This is an optimization exercise on Yosys and OpenROAD, whose aim is small area, a short achievable clock period and few clock cycles per item, not a production implementation. Where RTL was checked, it was by simulation tests only, not by an equivalence proof against the original. No activity file was given, so power comes from the tool's default toggle rates.

==> flow/design.v <==
module pha_engine (
    input  wire        clk,
    input  wire        rst,
    input  wire        cmd_valid,
    output wire        cmd_ready,
    input  wire [31:0] cmd,
    output wire        rsp_valid,
    output wire [1:0]  rsp_status,
    output wire [13:0] rsp_result,
    output wire [3:0]  rsp_bpe,
    output wire [8:0]  rsp_pal_len,
    output wire        mem_en,
    output reg         mem_we,
    output reg  [10:0] mem_addr,
    output reg  [63:0] mem_wdata,
    input  wire [63:0] mem_rdata
);
    localparam integer HB = 8;                      
    localparam [10:0]  CLR_LAST = 11'd1023 + (11'd1 << HB);
    localparam [10-HB:0] BKT = 1 << (10 - HB);      
    localparam [3:0] OP_INIT = 4'h1;
    localparam [3:0] OP_GET  = 4'h2;
    localparam [3:0] OP_SET  = 4'h3;
    localparam [3:0] OP_PEEK = 4'h4;
    localparam [1:0] ST_OK       = 2'd0;
    localparam [1:0] ST_ILLEGAL  = 2'd1;
    localparam [1:0] ST_REJECTED = 2'd2;
    localparam [2:0] S_CLR  = 3'd0;   
    localparam [2:0] S_IDLE = 3'd1;   
    localparam [2:0] S_SH   = 3'd2;   
    localparam [2:0] S_SR   = 3'd3;   
    localparam [2:0] S_SC   = 3'd4;   
    localparam [2:0] S_ACK  = 3'd5;   
    localparam [2:0] S_PR   = 3'd6;   
    reg [2:0]  state;
    reg [8:0]  pal_len;
    reg        direct;
    reg        fault;
    reg [1:0]  epoch;
    reg [10:0] ctr;       
    reg [13:0] vq;        
    reg        app;       
    reg        sw;        
    reg        t1;        
    reg        tq;        
    reg        t2;        
    reg        t_peek;
    reg [1:0]  t_slot;
    reg        rv;        
    reg [1:0]  rst_q;     
    wire [3:0]  op   = cmd[3:0];
    wire [1:0]  slot = cmd[5:4];
    wire [9:0]  cwrd = cmd[15:6];
    wire [13:0] v    = cmd[29:16];
    reg legal;
    always @(*) begin
        case (op)
            OP_INIT: legal = (cmd[31:4] == 28'd0);
            OP_GET:  legal = (cmd[31:16] == 16'd0);
            OP_SET:  legal = (cmd[31:30] == 2'd0);
            OP_PEEK: legal = (cmd[31:16] == 16'd0);
            default: legal = 1'b0;
        endcase
    end
    wire [15:0] t_sv  = mem_rdata[16*t_slot +: 16];
    wire        t_ok  = (t_sv[15:14] == epoch);
    wire [13:0] t_val = t_ok ? t_sv[13:0] : 14'd0;
    wire        t_np  = t1 & t_peek & ~direct & t_ok & (|t_sv[13:0]);
    wire        m0     = (mem_rdata[15:0]  == {epoch, vq});
    wire        m1     = (mem_rdata[47:32] == {epoch, vq});
    wire        b_hit  = m0 | m1;
    wire [7:0]  b_k    = m0 ? mem_rdata[23:16] : mem_rdata[55:48];
    wire        b_e0   = (mem_rdata[31:30] == epoch);    
    wire        b_full = b_e0 & (mem_rdata[63:62] == epoch);
    wire        pal_full = pal_len[8];
    wire        t2_miss  = t2 & ~b_hit & b_full;    
    wire [10:0] nxt_b    = {ctr[10:HB], ctr[HB-1:0] + 1'b1};
    wire        w_clr = (state == S_CLR);
    wire        w_bkt = (state == S_SH);
    reg  [3:0]  w_sel;
    always @(*) begin
        w_sel = 4'b1111;
        if (state == S_SC) w_sel = 4'b0001 << slot;
        if (w_bkt)         w_sel = b_e0 ? 4'b1100 : 4'b0011;
    end
    wire [1:0]  w_ep   = w_clr ? 2'b11 : epoch;
    wire [13:0] w_even = w_clr ? 14'd0 : vq;
    wire [13:0] w_odd  = w_clr ? 14'd0 : w_bkt ? {6'd0, pal_len[7:0]} : vq;
    integer g;
    always @(*) begin
        for (g = 0; g < 4; g = g + 1)
            mem_wdata[16*g +: 16] = w_sel[g] ? {w_ep, (g % 2 == 1) ? w_odd : w_even}
                                             : mem_rdata[16*g +: 16];
    end
    wire stall  = t_np | tq | t2_miss;
    wire go     = (state == S_IDLE) & cmd_valid & ~stall;
    wire is_set = (op == OP_SET);
    wire set_h  = ~direct & (|v);    
    assign cmd_ready = ((state == S_IDLE) & ~stall & ~is_set) |
                       (state == S_SC) | (state == S_ACK);
    assign mem_en = 1'b1;
    wire [10:0] a_cell = {1'b0, cwrd};
    wire        sh_cell = b_hit | (~b_full & pal_full);
    wire        sh_ins  = ~b_hit & ~b_full & ~pal_full;
    wire st_idle = (state == S_IDLE);
    wire st_sh   = (state == S_SH);
    wire ctr_fix = (state == S_CLR) | (state == S_PR) | (st_idle & tq);
    wire use_ctr = ctr_fix | (st_sh & ~sh_cell);
    wire use_vb  = st_idle & ~tq & is_set & set_h;
    wire [10:0] a_nc = use_vb ? {BKT, v[HB-1:0]} : a_cell;
    always @(*) begin
        mem_addr = use_ctr ? ctr : a_nc;
        mem_we   = (state == S_CLR) | (state == S_SC) | (st_sh & sh_ins);
    end
    assign rsp_valid   = rv | (t1 & ~t_np) | (t2 & ~t2_miss);
    assign rsp_status  = rst_q;
    assign rsp_result  = t1 ? t_val : t2 ? {6'd0, b_k} : 14'd0;
    assign rsp_pal_len = pal_len;
    assign rsp_bpe     = direct          ? 4'd14 :
                         (pal_len > 128) ? 4'd8  :
                         (pal_len > 64)  ? 4'd7  :
                         (pal_len > 32)  ? 4'd6  :
                         (pal_len > 16)  ? 4'd5  : 4'd4;
    always @(posedge clk) begin
        rv <= 1'b0;
        t1 <= 1'b0;
        tq <= t_np | t2_miss;
        t2 <= tq;
        if (t_np) begin
            vq  <= t_sv[13:0];
            ctr <= {BKT, t_sv[HB-1:0]};
        end
        if (t2_miss)
            ctr <= nxt_b;
        if (rst) begin
            state   <= S_CLR;
            ctr     <= 11'd0;
            epoch   <= 2'd0;
            pal_len <= 9'd1;
            direct  <= 1'b0;
            fault   <= 1'b0;
            app     <= 1'b0;
            sw      <= 1'b0;
            tq      <= 1'b0;
            t2      <= 1'b0;
            rst_q   <= ST_OK;
        end else begin
            case (state)
                S_CLR: begin
                    ctr <= ctr + 11'd1;
                    if (ctr == CLR_LAST) state <= S_IDLE;
                end
                S_IDLE: begin
                    if (go) begin
                        rst_q <= ST_OK;
                        if (fault) begin
                            rv    <= ~is_set;
                            rst_q <= ST_REJECTED;
                            if (is_set) state <= S_ACK;
                        end else if (!legal) begin
                            rv    <= ~is_set;
                            rst_q <= ST_ILLEGAL;
                            fault <= 1'b1;
                            if (is_set) state <= S_ACK;
                        end else begin
                            case (op)
                                OP_INIT: begin
                                    rv      <= 1'b1;
                                    pal_len <= 9'd1;
                                    direct  <= 1'b0;
                                    epoch   <= epoch + 2'd1;
                                    if (epoch == 2'd2) begin
                                        epoch <= 2'd0;
                                        ctr   <= 11'd0;
                                        state <= S_CLR;
                                    end
                                end
                                OP_SET: begin
                                    vq    <= v;
                                    ctr   <= {BKT, v[HB-1:0]};
                                    state <= set_h ? S_SH : S_SC;
                                end
                                default: begin  
                                    t1     <= 1'b1;
                                    t_peek <= (op == OP_PEEK);
                                    t_slot <= slot;
                                end
                            endcase
                        end
                    end
                end
                S_SH: begin
                    if (b_hit) begin
                        state <= S_SC;
                    end else if (b_full) begin
                        ctr   <= nxt_b;
                        state <= S_PR;
                    end else if (pal_full) begin
                        sw    <= 1'b1;
                        state <= S_SC;
                    end else begin
                        app   <= 1'b1;
                        state <= S_SR;
                    end
                end
                S_SR: state <= S_SC;
                S_PR: state <= S_SH;
                S_SC: begin
                    rv    <= 1'b1;
                    app   <= 1'b0;
                    sw    <= 1'b0;
                    state <= S_IDLE;
                    if (app) pal_len <= pal_len + 9'd1;
                    if (sw) begin
                        direct  <= 1'b1;
                        pal_len <= 9'd0;
                    end
                end
                S_ACK: begin
                    rv    <= 1'b1;
                    state <= S_IDLE;
                end
                default: state <= S_IDLE;
            endcase
        end
    end
endmodule
clock: 28.0 ns
lec_check: 0
cap_margin: 20
core_margin: 2
core_utilization: 40
cts_buf_list: sky130_fd_sc_hd__clkbuf_8
place_density: 0.6
slew_margin: 20
standard.sh (not shown) runs the stock make flow with config.mk's settings and CLKGATE_MAP_FILE= SYNTH_SCRIPT=/design/flow/synth_recipe.tcl, a recipe that flattens the netlist after the stock synthesis.
==> flow/flow/run.sh <==
#!/bin/bash
# The standard layout (standard.sh) with two changes:
#  - plain buf_1 cells as the port buffers;
#  - synthesis maps logic with yosys's own ABC script for liberty cells
#    (flow/my_synth.tcl) instead of ORFS's delay script. The registers,
#    the -nofsm -noshare synth, the flattening and the renaming are as in
#    synth_recipe.tcl.
# Each tool's output goes to the ORFS logs under orfs/logs; make's own
# output goes to standard.log.
set -o pipefail
here=$(pwd)
sed "s#SYNTH_SCRIPT=[^ ]*synth_recipe.tcl#SYNTH_SCRIPT=$here/flow/my_synth.tcl#" standard.sh > my_standard.sh
export BUFFER_PORTS_ARGS="-buffer_cell sky130_fd_sc_hd__buf_1"
export MY_ABC_D=3000
bash my_standard.sh > standard.log 2>&1
==> flow/flow/my_synth.tcl <==
proc synth {args} { yosys synth -nofsm -noshare {*}$args }
# Technology mapping with the ABC script named by MY_ABC_SCRIPT (yosys's
# own script for liberty cells if unset) instead of ORFS's delay script,
# with a delay target of MY_ABC_D ps if set.
proc abc {args} {
  set i [lsearch -exact $args -script]
  if {$i >= 0} { set args [lreplace $args $i [expr {$i + 1}]] }
  set i [lsearch -exact $args -D]
  if {$i >= 0} { set args [lreplace $args $i [expr {$i + 1}]] }
  if {[info exists ::env(MY_ABC_D)] && $::env(MY_ABC_D) ne ""} { lappend args -D $::env(MY_ABC_D) }
  if {[info exists ::env(MY_ABC_SCRIPT)] && $::env(MY_ABC_SCRIPT) ne ""} { set args [linsert $args 0 -script $::env(MY_ABC_SCRIPT)] }
  yosys abc {*}$args
}
source $::env(SCRIPTS_DIR)/synth.tcl
# left out here: clear keep_hierarchy, flatten, clean up, hide names made inside functions, write 1_2_yosys.v
Edit:
--- a/flow/design.v
+++ b/flow/design.v
@@ -101,21 +101,34 @@
     assign mem_en = 1'b1;
     wire [10:0] a_cell = {1'b0, cwrd};
     wire        sh_cell = b_hit | (~b_full & pal_full);
     wire        sh_ins  = ~b_hit & ~b_full & ~pal_full;
-    wire st_idle = (state == S_IDLE);
-    wire st_sh   = (state == S_SH);
-    wire ctr_fix = (state == S_CLR) | (state == S_PR) | (st_idle & tq);
-    wire use_ctr = ctr_fix | (st_sh & ~sh_cell);
-    wire use_vb  = st_idle & ~tq & is_set & set_h;
-    wire [10:0] a_nc = use_vb ? {BKT, v[HB-1:0]} : a_cell;
-    always @(*) begin
-        mem_addr = use_ctr ? ctr : a_nc;
-        mem_we   = (state == S_CLR) | (state == S_SC) | (st_sh & sh_ins);
+    always @(*) begin
+        mem_we   = 1'b0;
+        mem_addr = a_cell;
+        case (state)
+            S_CLR: begin
+                mem_we   = 1'b1;
+                mem_addr = ctr;
+            end
+            S_IDLE: begin
+                if (tq)
+                    mem_addr = ctr;
+                else if (is_set & set_h)
+                    mem_addr = {BKT, v[HB-1:0]};
+            end
+            S_SH: begin
+                mem_we = sh_ins;
+                if (!sh_cell) mem_addr = ctr;
+            end
+            S_PR: mem_addr = ctr;
+            S_SC: mem_we = 1'b1;
+            default: ;
+        endcase
     end
     assign rsp_valid   = rv | (t1 & ~t_np) | (t2 & ~t2_miss);
     assign rsp_status  = rst_q;
-    assign rsp_result  = t1 ? t_val : t2 ? {6'd0, b_k} : 14'd0;
+    assign rsp_result  = t1 ? t_val : (t2 & b_hit) ? {6'd0, b_k} : 14'd0;
     assign rsp_pal_len = pal_len;
     assign rsp_bpe     = direct          ? 4'd14 :
                          (pal_len > 128) ? 4'd8  :
                          (pal_len > 64)  ? 4'd7  :
Utilization goes down by 1.9 points.
Via count goes up by about 1%.
Combinational power goes up by 61%.
Setup slack loses 0.12 ns.
Hold slack loses 0.016 ns.
Design area goes down by 4.6%.
Non-clock buffer count goes down by 4.
Critical path depth is unchanged.
Fmax goes down by about 0.8%.
Wire length goes up by 1.0%.
Power goes down by 6.9%.
Testbench counts after the change, summed over its fixed seeds: cycles 72,301, cmds 28,816.
Function not checked in the first run of this note: the RTL went through the layout flow alone.

## port drivers added, routing unchanged
Ports are ideal in the flow. The routed layouts listed here were re-timed in OpenROAD.
Step 1: set_driving_cell puts a clkbuf_16 on clk and a buf_2 on each other input, an assumption about the parent block.
Step 2 times the ports against the registers' clock, not the clock port: input delays grow and output delays shrink by t, the midpoint of the rising clock arrivals with the driver on.
Slacks: ideal ports / drivers / drivers and shift; pairs: ideal ports / drivers.
run	shift t [ns]	slack for setup (ns)	hold WS [ns]
the first run	0.342	13.704 / 13.683 / 13.683	0.483 / 0.483 / 0.483
the second run	0.347	13.588 / 13.568 / 13.568	0.467 / 0.467 / 0.467
After both steps setup and hold are still met in every run listed. For the first run, which loses most, drivers alone change the setup slack by -0.021 ns; drivers and shift together by -0.021 ns.
